Background: an optimization exercise with open tools, aiming at small area, a short achievable clock period and few clock cycles per item. Do not read the settings as production practice. In this exercise RTL edits were held to simulation tests only and were not proved equivalent to the original. The flow treats the clock pin as an ideal source, which a real chip does not have. No activity file was given, so power comes from the tool's default toggle rates.

run A:
Design ccsds_demux, start of the top module:
module ccsds_demux (
    input  wire        clk,
    input  wire        rst,            
    input  wire [10:0] cfg_frame_len,  
    input  wire [5:0]  cfg_shl,        
    input  wire        cfg_has_ocf,    
    input  wire        cfg_has_fecf,   
    input  wire        in_valid,
    output wire        in_ready,
    input  wire [7:0]  in_data,
    output reg         out_valid,
    input  wire        out_ready,
    output reg  [7:0]  out_data,
    output wire [2:0]  out_vc,
    output reg         out_sop,        
    output reg         out_eop,        
    output reg         out_close,      
    output reg         out_idle        
);
==> flow/config.mk <==
export PLATFORM = sky130hd
export DESIGN_NAME = ccsds_demux
export DESIGN_NICKNAME = ccsds_demux
export VERILOG_FILES = /design/flow/design.v
export SDC_FILE = /design/flow/constraint.sdc
export NUM_CORES = 4
export LEC_CHECK = 0
export CAP_MARGIN = 40
export CORE_MARGIN = 2
export CORE_UTILIZATION = 70
export CTS_CLUSTER_DIAMETER = 80
export CTS_CLUSTER_SIZE = 25
export PLACE_DENSITY = 0.8
export SLEW_MARGIN = 30
==> flow/constraint.sdc <==
create_clock -name core_clock -period 10.0 [get_ports {clk}]
set_input_delay 2.0000 -clock core_clock [delete_from_list [all_inputs] [get_ports {clk}]]
set_output_delay 2.0000 -clock core_clock [all_outputs]
set_load 0.01 [all_outputs]
standard.sh (not shown) runs the stock make flow with config.mk's settings and CLKGATE_MAP_FILE= SYNTH_SCRIPT=/design/flow/synth_recipe.tcl, a recipe that flattens the netlist after the stock synthesis.
==> flow/flow/run.sh <==
#!/bin/bash
# Standard ORFS layout; timing repair aimed at a tighter setup margin and
# port buffers of the smallest buffer cell (resized later by repair).
set -euo pipefail
bash standard.sh SETUP_SLACK_MARGIN=7 "BUFFER_PORTS_ARGS=-buffer_cell sky130_fd_sc_hd__buf_1" finish > flow_make.log 2>&1
Testbench counts of run A, summed over its fixed seeds: cycles 197,997, bytes 197,840.
Edits applied to the flow inputs when going from run A to run B:
--- a/flow/config.mk
+++ b/flow/config.mk
@@ -8 +8 @@
-export CAP_MARGIN = 40
+export CAP_MARGIN = 20
@@ -10 +10 @@
-export CORE_UTILIZATION = 70
+export CORE_UTILIZATION = 80
@@ -13,2 +13,2 @@
-export PLACE_DENSITY = 0.8
-export SLEW_MARGIN = 30
+export PLACE_DENSITY = 0.85
+export SLEW_MARGIN = 20
Findings:
Going from run A to run B, total via count after detailed routing grew by more than 10%.
The fmax of run B falls short of that of run A by about 2.3%.
Changes observed in run B relative to run A: final cell count now sits at about the same level; total power after layout rose by 0.081 mW.
Edits applied to the flow inputs when going from run B to run C:
--- a/flow/config.mk
+++ b/flow/config.mk
@@ -8 +8 @@
-export CAP_MARGIN = 20
+export CAP_MARGIN = 40
@@ -10 +10 @@
-export CORE_UTILIZATION = 80
+export CORE_UTILIZATION = 70
@@ -13,2 +13,3 @@
-export PLACE_DENSITY = 0.85
-export SLEW_MARGIN = 20
+export PLACE_DENSITY = 0.8
+export SLEW_MARGIN = 30
+export TNS_END_PERCENT = 10
Notes after the runs:
Delta (run C minus run B): overall power after layout decreased by 0.091 mW relative to the old numbers, number of buffers inserted by post-CTS setup repair decreased by 6 relative to the old numbers, routed wire length decreased by 37% relative to the old numbers.
Utilization for run C is lower than for run B.
Number of placed cells counting well taps: run C > run B
Run C and run B all finish clean.
End point of the critical path: wr[8] -> run C, ccnt[4] -> run B
Re register share of the cell area: run C is 0.80 points up on run B.
In the final design statistics, run C uses more standard cells in total than run B.
Diff run B..run C | area of the mapped netlist | unchanged
The fraction of area in non-clock buffers in run C sits 0.88 points below the value recorded for run B.
Going from run B to run C, number of core rows rose by 3, share of power burned in the clock network rose by 0.7 points.

* * *

## oak
The RTL this note starts from:
==> flow/design.v <==
module ccsds_demux (
    input  wire        clk,
    input  wire        rst,            
    input  wire [10:0] cfg_frame_len,  
    input  wire [5:0]  cfg_shl,        
    input  wire        cfg_has_ocf,    
    input  wire        cfg_has_fecf,   
    input  wire        in_valid,
    output wire        in_ready,
    input  wire [7:0]  in_data,
    output reg         out_valid,
    input  wire        out_ready,
    output reg  [7:0]  out_data,
    output wire [2:0]  out_vc,
    output reg         out_sop,        
    output reg         out_eop,        
    output reg         out_close,      
    output reg         out_idle        
);
    localparam [1:0] PH_P = 2'd0, PH_S = 2'd1, PH_D = 2'd2, PH_T = 2'd3;
    reg        skid_v;
    reg  [7:0] skid_d;
    assign in_ready = !skid_v;
    wire       avail = skid_v | in_valid;
    wire [7:0] b     = skid_v ? skid_d : in_data;
    reg ocf_r, fecf_r;
    reg  [1:0]  ph;
    reg  [5:0]  hc;       
    reg  [10:0] fc;       
    reg  [10:0] ccnt;     
    reg         fidle, fnost, past;
    reg  [2:0]  cur_vc;   
    reg  [2:0]  new_vc;   
    assign out_vc = cur_vc;
    reg         wcmp, widl;
    reg  [15:0] wr;
    reg  [20:0] rg [0:6];
    wire        is_P = (ph == PH_P);
    wire        is_S = (ph == PH_S);
    wire        is_D = (ph == PH_D);
    wire        is_T = (ph == PH_T);
    wire [10:0] ftl2 = 11'd2 + (ocf_r ? 11'd4 : 11'd0) + (fecf_r ? 11'd2 : 11'd0);
    wire        last_data = (fc == ftl2);
    wire        last_byte = (fc == 11'd2);
    wire        ftl_z = !ocf_r && !fecf_r;
    wire        wok    = (cur_vc == new_vc) || fidle;
    wire        stall  = (out_valid && !out_ready) || (is_D && !wok);
    wire        fire   = avail && !stall;
    wire        data_byte = is_D && !fidle;
    wire        cz    = (ccnt == 11'd0);
    wire        c1    = (ccnt == 11'd1);
    wire        h1    = !wcmp && wr[1];
    wire        s_open = wcmp || wr[0];
    wire        cont  = fnost || !cz;
    wire        take_cont = cont && s_open;
    wire        take_emit = !cont;
    wire        is_pkt    = take_cont || take_emit;
    wire        new_pkt   = take_emit && (!s_open || !past);
    wire        do_close  = new_pkt && s_open;
    wire        last_cont = last_data || (!fnost && c1);
    wire        ncmp      = wcmp || wr[5];
    wire        forced_end = take_cont && last_cont && (!fnost || !ncmp);
    wire        len_end   = !new_pkt && wcmp && (wr == 16'd0);
    wire        end_pkt   = len_end || forced_end;
    wire        bff       = (b == 8'hFF);
    wire        idle_o    = widl && (h1 ? (!do_close && bff) : 1'b1);
    wire        step = fire && data_byte && is_pkt;
    wire        swap = (rg[6][20:18] == new_vc) && !out_valid;
    integer i;
    always @(posedge clk) begin
        ocf_r  <= cfg_has_ocf;
        fecf_r <= cfg_has_fecf;
        for (i = 1; i < 7; i = i + 1)
            rg[i] <= rg[i-1];
        rg[0] <= swap ? {cur_vc, wcmp, widl, wr} : rg[6];
        if (rst) begin
            skid_v    <= 1'b0;
            out_valid <= 1'b0;
            ph        <= PH_P;
            hc        <= 6'd5;
            cur_vc    <= 3'd0;
            new_vc    <= 3'd0;
            wcmp      <= 1'b0;
            wr[0]     <= 1'b0;
            for (i = 0; i < 7; i = i + 1) begin
                rg[i][20:18] <= i + 1;
                rg[i][17]    <= 1'b0;
                rg[i][0]     <= 1'b0;
            end
        end else begin
            if (skid_v) begin
                if (!stall) skid_v <= 1'b0;
            end else if (in_valid && stall) begin
                skid_v <= 1'b1;
            end
            if (fire)
                out_valid <= data_byte && is_pkt;
            else if (out_ready)
                out_valid <= 1'b0;
            if (swap) begin
                cur_vc <= new_vc;
                {wcmp, widl, wr} <= rg[6][17:0];
            end else if (step) begin
                if (end_pkt) begin
                    wcmp    <= 1'b0;
                    wr[0]   <= 1'b0;
                end else if (new_pkt) begin
                    wcmp    <= 1'b0;
                    widl    <= (b[2:0] == 3'd7);
                    wr[5:0] <= 6'b000011;
                end else if (!wcmp) begin
                    if (wr[1]) widl <= widl && bff;
                    if (wr[4]) wr[15:8] <= b;
                    if (wr[5]) begin
                        wcmp    <= 1'b1;
                        wr[7:0] <= b;
                    end else
                        wr[5:1] <= {wr[4:1], 1'b0};
                end else
                    wr <= wr - 16'd1;
            end
            if (fire) begin
                fc <= fc - 11'd1;
                case (ph)
                PH_P: begin
                    hc <= hc - 6'd1;
                    if (hc == 6'd5) fc <= cfg_frame_len;
                    if (hc == 6'd4) new_vc <= b[3:1];
                    if (hc == 6'd1) ccnt[10:8] <= b[2:0];
                    if (hc == 6'd0) begin
                        ccnt[7:0] <= b;
                        fidle <= ({ccnt[10:8], b} == 11'h7FE);
                        fnost <= ({ccnt[10:8], b} == 11'h7FF);
                        past  <= 1'b0;
                        hc    <= cfg_shl;
                        ph    <= (cfg_shl != 6'd0) ? PH_S : PH_D;
                    end
                end
                PH_S: begin
                    hc <= hc - 6'd1;
                    if (hc == 6'd1) ph <= PH_D;
                end
                PH_D: begin
                    if (!cz) ccnt <= ccnt - 11'd1;
                    if (data_byte && take_emit) past <= 1'b1;
                    if (last_data) begin
                        ph <= ftl_z ? PH_P : PH_T;
                        hc <= 6'd5;
                    end
                end
                PH_T: begin
                    if (last_byte) ph <= PH_P;
                end
                endcase
            end
        end
        if (!skid_v) skid_d <= in_data;
        if (fire) begin
            out_data  <= b;
            out_sop   <= new_pkt;
            out_eop   <= end_pkt;
            out_close <= do_close;
            out_idle  <= idle_o;
        end
    end
endmodule
Settings: LEC_CHECK=0, CAP_MARGIN=40, CORE_MARGIN=2, CORE_UTILIZATION=70, CTS_CLUSTER_DIAMETER=80, CTS_CLUSTER_SIZE=25, PLACE_DENSITY=0.8, SLEW_MARGIN=30; clock period 10.0 ns.
==> flow/flow/run.sh <==
#!/bin/bash
# Standard ORFS layout, with timing repair aimed at a tighter setup margin.
set -euo pipefail
bash standard.sh SETUP_SLACK_MARGIN=7 finish > flow_make.log 2>&1
Testbench counts of oak, summed over its fixed seeds: cycles 197,997, bytes 197,840.
> inputs changed (oak -> pine)
==> flow/flow/run.sh <==
#!/bin/bash
# Standard ORFS layout with three changes:
#  - timing repair aims at a 7 ns setup margin (the tools otherwise stop
#    at 0 ns slack on the 10 ns clock),
#  - port buffers start as the smallest buffer (repair resizes them),
#  - the clock tree's first H-tree level is taken out after CTS: the root
#    buffer drives the leaf buffers directly (every register still gets
#    its clock through two buffers, balanced).
set -euo pipefail
here=$(pwd)
knobs=(SETUP_SLACK_MARGIN=7 "BUFFER_PORTS_ARGS=-buffer_cell sky130_fd_sc_hd__buf_1")
bash standard.sh "${knobs[@]}" cts > flow_make_cts.log 2>&1
res=$(ls -d "$here"/orfs/results/*/ccsds_demux/base)
RES="$res" openroad -no_init -exit "$here/flow/flat_clk.tcl" > flow_flat_clk.log 2>&1
bash standard.sh "${knobs[@]}" finish > flow_make_finish.log 2>&1
==> flow/flow/flat_clk.tcl (new file) <==
# Remove the first level of the clock H-tree: move the fanout of every clock
# buffer driven by the root buffer onto the root buffer's net.
set p $::env(FLOW_HOME)/platforms/sky130hd
read_lef $p/lef/sky130_fd_sc_hd.tlef
read_lef $p/lef/sky130_fd_sc_hd_merged.lef
read_liberty $p/lib/sky130_fd_sc_hd__tt_025C_1v80.lib
read_db $::env(RES)/4_cts.odb
set block [ord::get_db_block]
set clknet [$block findNet clk]
set roots {}
foreach it [$clknet getITerms] { lappend roots [$it getInst] }
if {[llength $roots] != 1} { puts "clock port drives [llength $roots] cells; left as is"; exit 0 }
set root [lindex $roots 0]
set rootout ""
foreach it [$root getITerms] { if {[$it isOutputSignal]} { set rootout [$it getNet] } }
set l1 {}
foreach it [$rootout getITerms] {
  if {[$it isInputSignal] && [string match "*clkbuf*" [[[$it getInst] getMaster] getName]]} {
    lappend l1 [$it getInst]
  }
}
foreach b $l1 {
  set onet ""
  foreach it [$b getITerms] { if {[$it isOutputSignal]} { set onet [$it getNet] } }
  set n 0
  foreach it [$onet getITerms] {
    if {[$it getInst] eq $b} continue
    $it disconnect
    $it connect $rootout
    incr n
  }
  puts "removed [$b getName]: $n loads moved to [$rootout getName]"
  odb::dbInst_destroy $b
  odb::dbNet_destroy $onet
}
write_db $::env(RES)/4_cts.odb
[summary]
Compared with oak, pine shows a total net switching power that is 0.011 mW lower.
[compare] base=oak new=pine: final total power decreased by 0.060 mW relative to the old numbers; global router's overall resource usage decreased by 1.1 points relative to the old numbers; clock skew increased by 0.0047 ns relative to the old numbers; area of all placed cells without fillers decreased by about 5% relative to the old numbers; worst hold slack closely matched the old numbers.
The clock power in pine was lower than what oak gave.
Per the final summary, pine finished and its layout is clean on timing, DRC and antenna.
For birch, these inputs were changed with respect to pine:
==> flow/flow/run.sh <==
#!/bin/bash
# Standard ORFS layout; timing repair aimed at a tighter setup margin and
# port buffers of the smallest buffer cell (resized later by repair).
set -euo pipefail
bash standard.sh SETUP_SLACK_MARGIN=7.3 "BUFFER_PORTS_ARGS=-buffer_cell sky130_fd_sc_hd__buf_1" finish > flow_make.log 2>&1
diff --git a/flow/config.mk b/flow/config.mk
--- a/flow/config.mk
+++ b/flow/config.mk
@@ -13,2 +13,3 @@
 export PLACE_DENSITY = 0.8
 export SLEW_MARGIN = 30
+export TNS_END_PERCENT = 2
removed: flow/flow/flat_clk.tcl
[summary]
The run with more routed wire is pine, not birch. Comparing count of clock-buffer cells in the layout for pine and birch, the smaller number came from pine. The utilization of the core after routing was comparable across pine and birch. Across pine and birch, the outcome is the same: a clean finish for every run. The sequential share of cell area was comparable across pine and birch. Routed wire length on met3 was lower in pine than in birch. The lower final clock period utilization by the worst path came out of birch. Summary of birch over pine: final cell count shows an increase of about 0.54%, time the worst path needs with I/O delays and setup saw a decrease, non-clock buffering overhead in the final layout went up by 0.18 points. Looking at pine and birch, the sequential cell area is a wash. Looking at worst hold slack, birch sits 0.012 ns below pine.
Changes in maple relative to birch:
==> flow/flow/run.sh <==
#!/bin/bash
# Standard ORFS layout, with timing repair aimed at a tighter setup margin.
set -euo pipefail
bash standard.sh SETUP_SLACK_MARGIN=7 finish > flow_make.log 2>&1
diff --git a/flow/config.mk b/flow/config.mk
--- a/flow/config.mk
+++ b/flow/config.mk
@@ -9,7 +9,6 @@
 export CORE_MARGIN = 2
 export CORE_UTILIZATION = 70
-export CTS_CLUSTER_DIAMETER = 80
-export CTS_CLUSTER_SIZE = 25
+export CTS_CLUSTER_DIAMETER = 60
+export CTS_CLUSTER_SIZE = 30
 export PLACE_DENSITY = 0.8
 export SLEW_MARGIN = 30
-export TNS_END_PERCENT = 2
Findings:
- Compared with birch, area after detailed placement in maple increased by a few percent.
- Summary of maple over birch: shortest clock period the worst path allows after layout increased 0.020 ns; number of gates resized after CTS increased 91.
- The total leakage power of maple exceeds that of birch by 11%.
- In the flow results for birch and maple, the clock network fraction of total power is larger on maple.
- Between birch and maple, total stage count of the critical path increased.
- Half-perimeter wire length of the detailed placement result (maple vs. birch) increases by a few percent
- Total iterations of the first detailed-routing run: birch vs maple identical
- birch and maple ended up with roughly the same hold path depth.

what the ideal ports hide:
In the flow no input, the clock included, has a driving cell. The finished layouts below were timed again as built, in two steps. Step 1, drivers: a clkbuf_16 drives clk and a buf_2 each remaining input, both assumed. Step 2 adds t to the input delays and takes it off the output delays; t is the mean of the earliest and latest rising clock arrival at the registers after step 1. Input paths then give back, and output paths get back, about the clock's delay inside the block. a / b / c = ideal / step 1 / step 2; a / b = the first two.
run | shift t [ns] | slack for setup (ns) | worst hold slack (ns) | worst slew at a driven data input, ns | pins driven straight from the clock port
run A | 0.496 | 6.846 / 6.833 / 6.336 | 0.321 / 0.321 / 0.321 | 0.05 | 1
run B | 0.564 | 6.772 / 6.760 / 6.196 | 0.310 / 0.310 / 0.310 | 0.06 | 1
run C | 0.492 | 6.879 / 6.867 / 6.375 | 0.307 / 0.307 / 0.307 | 0.05 | 1
oak | 0.499 | 6.882 / 6.868 / 6.369 | 0.319 / 0.319 / 0.319 | 0.05 | 1
pine | 0.439 | 6.800 / 6.783 / 6.345 | 0.319 / 0.319 / 0.319 | 0.05 | 1
birch | 0.490 | 6.877 / 6.866 / 6.375 | 0.307 / 0.307 / 0.307 | 0.05 | 1
maple | 0.514 | 6.857 / 6.845 / 6.330 | 0.334 / 0.334 / 0.334 | 0.05 | 1
After both steps setup and hold are still met in every run listed. The setup slack of run B, which loses most, moves by -0.012 ns with the drivers and by -0.576 ns with both steps.
